What follows belongs to an exercise in optimizing a design on an open flow for small area, a short achievable clock period and few clock cycles per item; a production flow would make more cautious choices.
Only simulation tests tie the RTL to the original design; equivalence was not proved.

### flow/constraint.sdc
create_clock -name core_clock -period 12.0 [get_ports {clk}]
set_input_delay 2.4000 -clock core_clock [delete_from_list [all_inputs] [get_ports {clk}]]
set_output_delay 2.4000 -clock core_clock [all_outputs]
set_load 0.01 [all_outputs]
### flow/run.sh
#!/bin/bash
# synth_recipe.tcl (not shown) runs the flow's synth.tcl, then flattens the netlist and writes it again
# the make line also repeats each setting of config.mk as NAME=value (left out here)
make -C /OpenROAD-flow-scripts/flow DESIGN_CONFIG=/design/flow/config.mk WORK_HOME=/design/flow/orfs CLKGATE_MAP_FILE= SYNTH_SCRIPT=/design/flow/synth_recipe.tcl finish
### flow/config.mk
export PLATFORM = sky130hd
export DESIGN_NAME = tnt2_permutator
export DESIGN_NICKNAME = tnt2_permutator
export VERILOG_FILES = /design/flow/design.v
export SDC_FILE = /design/flow/constraint.sdc
export NUM_CORES = 4
export LEC_CHECK = 0
export CAP_MARGIN = 20
export CORE_MARGIN = 2
export CORE_UTILIZATION = 25
export PLACE_DENSITY = 0.35
export SLEW_MARGIN = 20
### flow/design.v
module tnt2_permutator (
    input  wire         clk,
    input  wire         rst,           
    input  wire         cmd_valid,
    input  wire [1:0]   cmd,           
    input  wire [5:0]   len,           
    input  wire [255:0] din,           
    input  wire [63:0]  idx,           
    input  wire [2:0]   ncyc,          
    input  wire [35:0]  cyc_lens,      
    input  wire         tbl_we,        
    input  wire [7:0]   tbl_addr,
    input  wire [7:0]   tbl_data,
    output wire         ready,
    output reg          resp_valid,
    output reg  [3:0]   status,
    output reg  [255:0] dout
);
    localparam integer P  = 32;            
    localparam integer LP = 5;             
    localparam integer W  = 256 / P;       
    localparam integer SB = 4;             
    localparam [1:0] CMD_NEW = 2'd0, CMD_APPLYF = 2'd1, CMD_APPLYI = 2'd2, CMD_SEEK = 2'd3;
    localparam [3:0] ST_OK = 4'd0, ST_CONFIG = 4'd2, ST_ILLEGAL = 4'd4;
    localparam [2:0] S_IDLE = 3'd0,
                     S_RUN  = 3'd1,        
                     S_CHK  = 3'd2,        
                     S_DIV  = 3'd3,        
                     S_TW   = 3'd4;        
    reg [2:0] state;
    assign ready = (state == S_IDLE);
    reg [2047:0] ring;                     
    reg [7:0]    base;                     
    wire [7:0]   base_n = base + P;
    reg [8:0]  clen  [0:3];                
    reg [8:0]  cstart[0:3];                
    reg [7:0]  ccur  [0:3];                
    reg        loaded;
    reg         op_inv;                    
    reg         op_new;                    
    reg [2:0]   cnt;
    reg [255:0] blk;
    reg [8*P-1:0] A;                       
    reg [63:0]  quot;
    reg [8:0]   rem [0:3];
    reg [5:0]   dcnt;
    reg [7:0]   wa, wd;
    integer k, c, b;
    wire [8:0] in_len0 = cyc_lens[8:0];
    wire [8:0] in_len1 = cyc_lens[17:9];
    wire [8:0] in_len2 = cyc_lens[26:18];
    wire [8:0] in_len3 = cyc_lens[35:27];
    wire [8:0] use_len0 = in_len0;
    wire [8:0] use_len1 = (ncyc >= 3'd2) ? in_len1 : 9'd0;
    wire [8:0] use_len2 = (ncyc >= 3'd3) ? in_len2 : 9'd0;
    wire [8:0] use_len3 = (ncyc >= 3'd4) ? in_len3 : 9'd0;
    wire [10:0] len_sum = {2'b0, use_len0} + {2'b0, use_len1} + {2'b0, use_len2} + {2'b0, use_len3};
    wire lens_ok = (ncyc >= 3'd1) && (ncyc <= 3'd4) &&
                   (in_len0 != 9'd0) &&
                   (ncyc < 3'd2 || in_len1 != 9'd0) &&
                   (ncyc < 3'd3 || in_len2 != 9'd0) &&
                   (ncyc < 3'd4 || in_len3 != 9'd0) &&
                   (len_sum == 11'd256);
    wire [8:0] st1 = use_len0;
    wire [8:0] st2 = use_len0 + use_len1;
    wire [8:0] st3 = use_len0 + use_len1 + use_len2;
    reg [8:0] thr [0:3];                   
    reg [7:0] dwr [0:3];                   
    reg [7:0] dnw [0:3];                   
    always @(*) begin
        for (c = 0; c < 4; c = c + 1) begin
            thr[c] = cstart[c] + {1'b0, ccur[c]};
            dwr[c] = clen[c][7:0] - ccur[c];
            dnw[c] = 8'd0 - ccur[c];
        end
    end
    reg [8*P-1:0] A_n;
    reg [7:0] jn, dsel;
    reg [8:0] tsel;
    reg [7:0] wsel, nsel;
    always @(*) begin
        for (k = 0; k < P; k = k + 1) begin
            jn = {base_n[7:LP], k[LP-1:0]};
            if ({1'b0, jn} >= cstart[3]) begin
                tsel = thr[3]; wsel = dwr[3]; nsel = dnw[3];
            end else if ({1'b0, jn} >= cstart[2]) begin
                tsel = thr[2]; wsel = dwr[2]; nsel = dnw[2];
            end else if ({1'b0, jn} >= cstart[1]) begin
                tsel = thr[1]; wsel = dwr[1]; nsel = dnw[1];
            end else begin
                tsel = thr[0]; wsel = dwr[0]; nsel = dnw[0];
            end
            dsel = ({1'b0, jn} < tsel) ? wsel : nsel;
            A_n[8*k +: 8] = jn + dsel;
        end
    end
    reg [255:0] hits;
    reg [7:0]   ra, wadr;
    reg         v;
    reg [15:0]  dhi, dlo;
    always @(*) begin
        hits = 256'd0;
        for (k = 0; k < P; k = k + 1) begin
            ra   = op_inv ? ring[8*k +: 8] : A[8*k +: 8];
            wadr = op_inv ? A[8*k +: 8]    : ring[8*k +: 8];
            v    = op_new | blk[ra];
            for (b = 0; b < 16; b = b + 1) begin
                dhi[b] = (wadr[7:4] == b[3:0]);
                dlo[b] = (wadr[3:0] == b[3:0]) & v;
            end
            for (b = 0; b < 256; b = b + 1)
                hits[b] = hits[b] | (dhi[b/16] & dlo[b%16]);
        end
    end
    reg [8:0] rem_n [0:3];
    reg [9:0] t;
    always @(*) begin
        for (c = 0; c < 4; c = c + 1) begin
            rem_n[c] = rem[c];
            for (b = 0; b < SB; b = b + 1) begin
                t = {rem_n[c], quot[63 - b]};
                if (t >= {1'b0, clen[c]})
                    t = t - {1'b0, clen[c]};
                rem_n[c] = t[8:0];
            end
        end
    end
    wire ins = (state == S_TW) && (wa[7:LP] == base_n[7:LP]);
    reg [2047:0] ring_n;
    always @(*) begin
        ring_n = {ring[8*P-1:0], ring[2047:8*P]};
        if (ins)
            ring_n[8*wa[LP-1:0] +: 8] = wd;
    end
    always @(posedge clk) begin
        ring <= ring_n;
        A    <= A_n;
    end
    wire apply_len_ok = (len != 6'd0) && (len <= 6'd32);
    always @(posedge clk) begin
        resp_valid <= 1'b0;
        if (rst) begin
            state  <= S_IDLE;
            loaded <= 1'b0;
            base   <= 8'd0;
        end else begin
            base <= base_n;
            case (state)
            S_IDLE: begin
                if (tbl_we) begin
                    wa     <= tbl_addr;
                    wd     <= tbl_data;
                    loaded <= 1'b0;
                    state  <= S_TW;
                end
                if (cmd_valid) begin
                    cnt    <= 3'd0;
                    op_inv <= 1'b0;
                    op_new <= 1'b0;
                    case (cmd)
                    CMD_NEW: begin
                        loaded <= 1'b0;
                        if (lens_ok) begin
                            clen[0]   <= use_len0;
                            clen[1]   <= use_len1;
                            clen[2]   <= use_len2;
                            clen[3]   <= use_len3;
                            cstart[0] <= 9'd0;
                            cstart[1] <= (use_len1 != 9'd0) ? st1 : 9'd256;
                            cstart[2] <= (use_len2 != 9'd0) ? st2 : 9'd256;
                            cstart[3] <= (use_len3 != 9'd0) ? st3 : 9'd256;
                            for (c = 0; c < 4; c = c + 1)
                                ccur[c] <= 8'd0;
                            dout      <= 256'd0;
                            op_new    <= 1'b1;
                            state     <= S_RUN;
                        end else begin
                            status     <= ST_CONFIG;
                            resp_valid <= 1'b1;
                        end
                    end
                    CMD_APPLYF, CMD_APPLYI: begin
                        if (!apply_len_ok || !loaded) begin
                            status     <= ST_ILLEGAL;
                            resp_valid <= 1'b1;
                        end else if (len != 6'd32) begin
                            dout       <= din;
                            status     <= ST_OK;
                            resp_valid <= 1'b1;
                            for (c = 0; c < 4; c = c + 1)
                                if (clen[c] != 9'd0)
                                    ccur[c] <= ({1'b0, ccur[c]} + 9'd1 == clen[c]) ? 8'd0 : ccur[c] + 8'd1;
                        end else begin
                            blk    <= din;
                            dout   <= 256'd0;
                            op_inv <= cmd[1];
                            status <= ST_OK;
                            state  <= S_RUN;
                        end
                    end
                    CMD_SEEK: begin
                        if (!loaded) begin
                            status     <= ST_ILLEGAL;
                            resp_valid <= 1'b1;
                        end else begin
                            quot   <= idx;
                            for (c = 0; c < 4; c = c + 1)
                                rem[c] <= 9'd0;
                            dcnt   <= 6'd0;
                            status <= ST_OK;
                            state  <= S_DIV;
                        end
                    end
                    endcase
                end
            end
            S_RUN: begin
                dout <= dout | hits;
                cnt  <= cnt + 3'd1;
                if (cnt == W - 1) begin
                    if (op_new) begin
                        state <= S_CHK;
                    end else begin
                        for (c = 0; c < 4; c = c + 1)
                            if (clen[c] != 9'd0)
                                ccur[c] <= ({1'b0, ccur[c]} + 9'd1 == clen[c]) ? 8'd0 : ccur[c] + 8'd1;
                        resp_valid <= 1'b1;
                        state      <= S_IDLE;
                    end
                end
            end
            S_CHK: begin
                if (&dout) begin
                    loaded <= 1'b1;
                    status <= ST_OK;
                end else begin
                    status <= ST_CONFIG;
                end
                resp_valid <= 1'b1;
                state      <= S_IDLE;
            end
            S_DIV: begin
                quot <= quot << SB;
                for (c = 0; c < 4; c = c + 1)
                    rem[c] <= rem_n[c];
                dcnt <= dcnt + 6'd1;
                if (dcnt == 64 / SB - 1) begin
                    for (c = 0; c < 4; c = c + 1)
                        ccur[c] <= (clen[c] != 9'd0) ? rem_n[c][7:0] : 8'd0;
                    resp_valid <= 1'b1;
                    state      <= S_IDLE;
                end
            end
            S_TW: begin
                if (ins)
                    state <= S_IDLE;
            end
            default: state <= S_IDLE;
            endcase
        end
    end
endmodule
==> flow_metrics.tcl <==
set metrics [dict create \
    flow.stopped_at "5_1_grt" \
    clkSinkCount 3048 \
    synthTopCellsByCount "nand2b_1, clkbuf_1, a22oi_1" \
    synth_adder_area_share_pct 1.90 \
    grt_pass1_wl_um 6590000 \
    placedInstanceArea_mm2 0.384 \
    synth-simple-area-share_pct 27.6 \
    die_h_um 1170 \
    synth_top_area_share_pct 13.7 \
    cts_max_level 5 \
    grt_max_degree 133 \
    ys_types 120 \
    root_buffer "clkbuf_16" \
    tool.error "[ERROR GRT-0116] Global routing finished with congestion. Check the congestion regions in the DRC Viewer." \
    synth_seq_cells 3048 \
    synthMuxAreaShare_pct 2.76 \
    synth.most_common_cell "nand2b_1" \
    cts_setup_buffers 0 \
    syn_inst 48400 \
    io_pins 649 \
    ctsHoldBuffers 0 \
    place_congestion 1.38 \
    syn_area_per_cell_um2 6.97 \
    synth_compound_area_share_pct 36.7 \
    synth_edf_count 736 \
    rows 426 \
    synth_top_family_by_area "compound AO/OA/AOI/OAI gates" \
    synth.area.top_cells "dfxtp_1, nand2b_1, a22oi_1" \
    ys.flop_type "dfxtp_1" \
    status "did not finish" \
    cts-buffers-inserted 401 \
    initial_core_util_pct 25.1 \
    clockBufferDepth 5 \
    ys_warn_count 9 \
    overflow 4375 \
    ys_seq_area_share_pct 20.3 \
    hpwlAfterDp_um 3730000 \
    fp.dieW_um 1170 \
    portBuffers 646 \
    synthArstFlopShare_pct 0 \
    syn_area_mm2 0.338 \
    grt_pass1_vias 499000 \
    postCtsResizedCells 0 \
    track_usage_pct 74.5 \
    synth-xor-area-share_pct 1.20 \
    synth_top_cell_by_area "dfxtp_1" \
]
[through the flow]
stage	hold WS (ns)	setup WS, ns	cells
4_1_cts	0.179	1.02	65200
3_3_place_gp	0.310	-0.378	64400
3_5_place_dp	0.312	1.04	64400
2_1_floorplan	0.382	-0.291	48500
[power groups by stage]
stage / registers [mW] / logic, mW / clock network, mW
floorplan: 11.8 / 20.8 / 0
global placement: 13.4 / 47.7 / 0
detailed placement: 13.4 / 48.0 / 0
CTS: 13.2 / 48.1 / 13.5
[per-layer routing]
layer / global-route usage, % / overflow
met1: 76.8 / 153
met2: 84.6 / 2634
met3: 63.2 / 231
met4: 71.3 / 1342
met5: 45.8 / 15
[how the worst max path moves through the flow]
| stage | end | from | slack (ns) |
|---|---|---|---|
| 4_1_cts | ccur[2][3]$_DFFE_PP_ | quot[63]$_DFFE_PP_ | 1.02 |
| 3_5_place_dp | ccur[2][3]$_DFFE_PP_ | quot[63]$_DFFE_PP_ | 1.04 |
| 3_3_place_gp | ccur[2][3]$_DFFE_PP_ | quot[63]$_DFFE_PP_ | -0.38 |
| 2_1_floorplan | dout[0]$_DFFE_PP_ | ncyc[0] | -0.29 |
[logic make-up after synthesis]
group,after synthesis
AOI/OAI and AO/OA,18000
and+or+nand+nor,17700
buffers and inverters,7915
DFF,3048
muxes,829
adders and majority gates,485
xor gates and xnor gates,462
other,1
Testbench counts, summed over its fixed seeds: cycles 5,120, items 448.
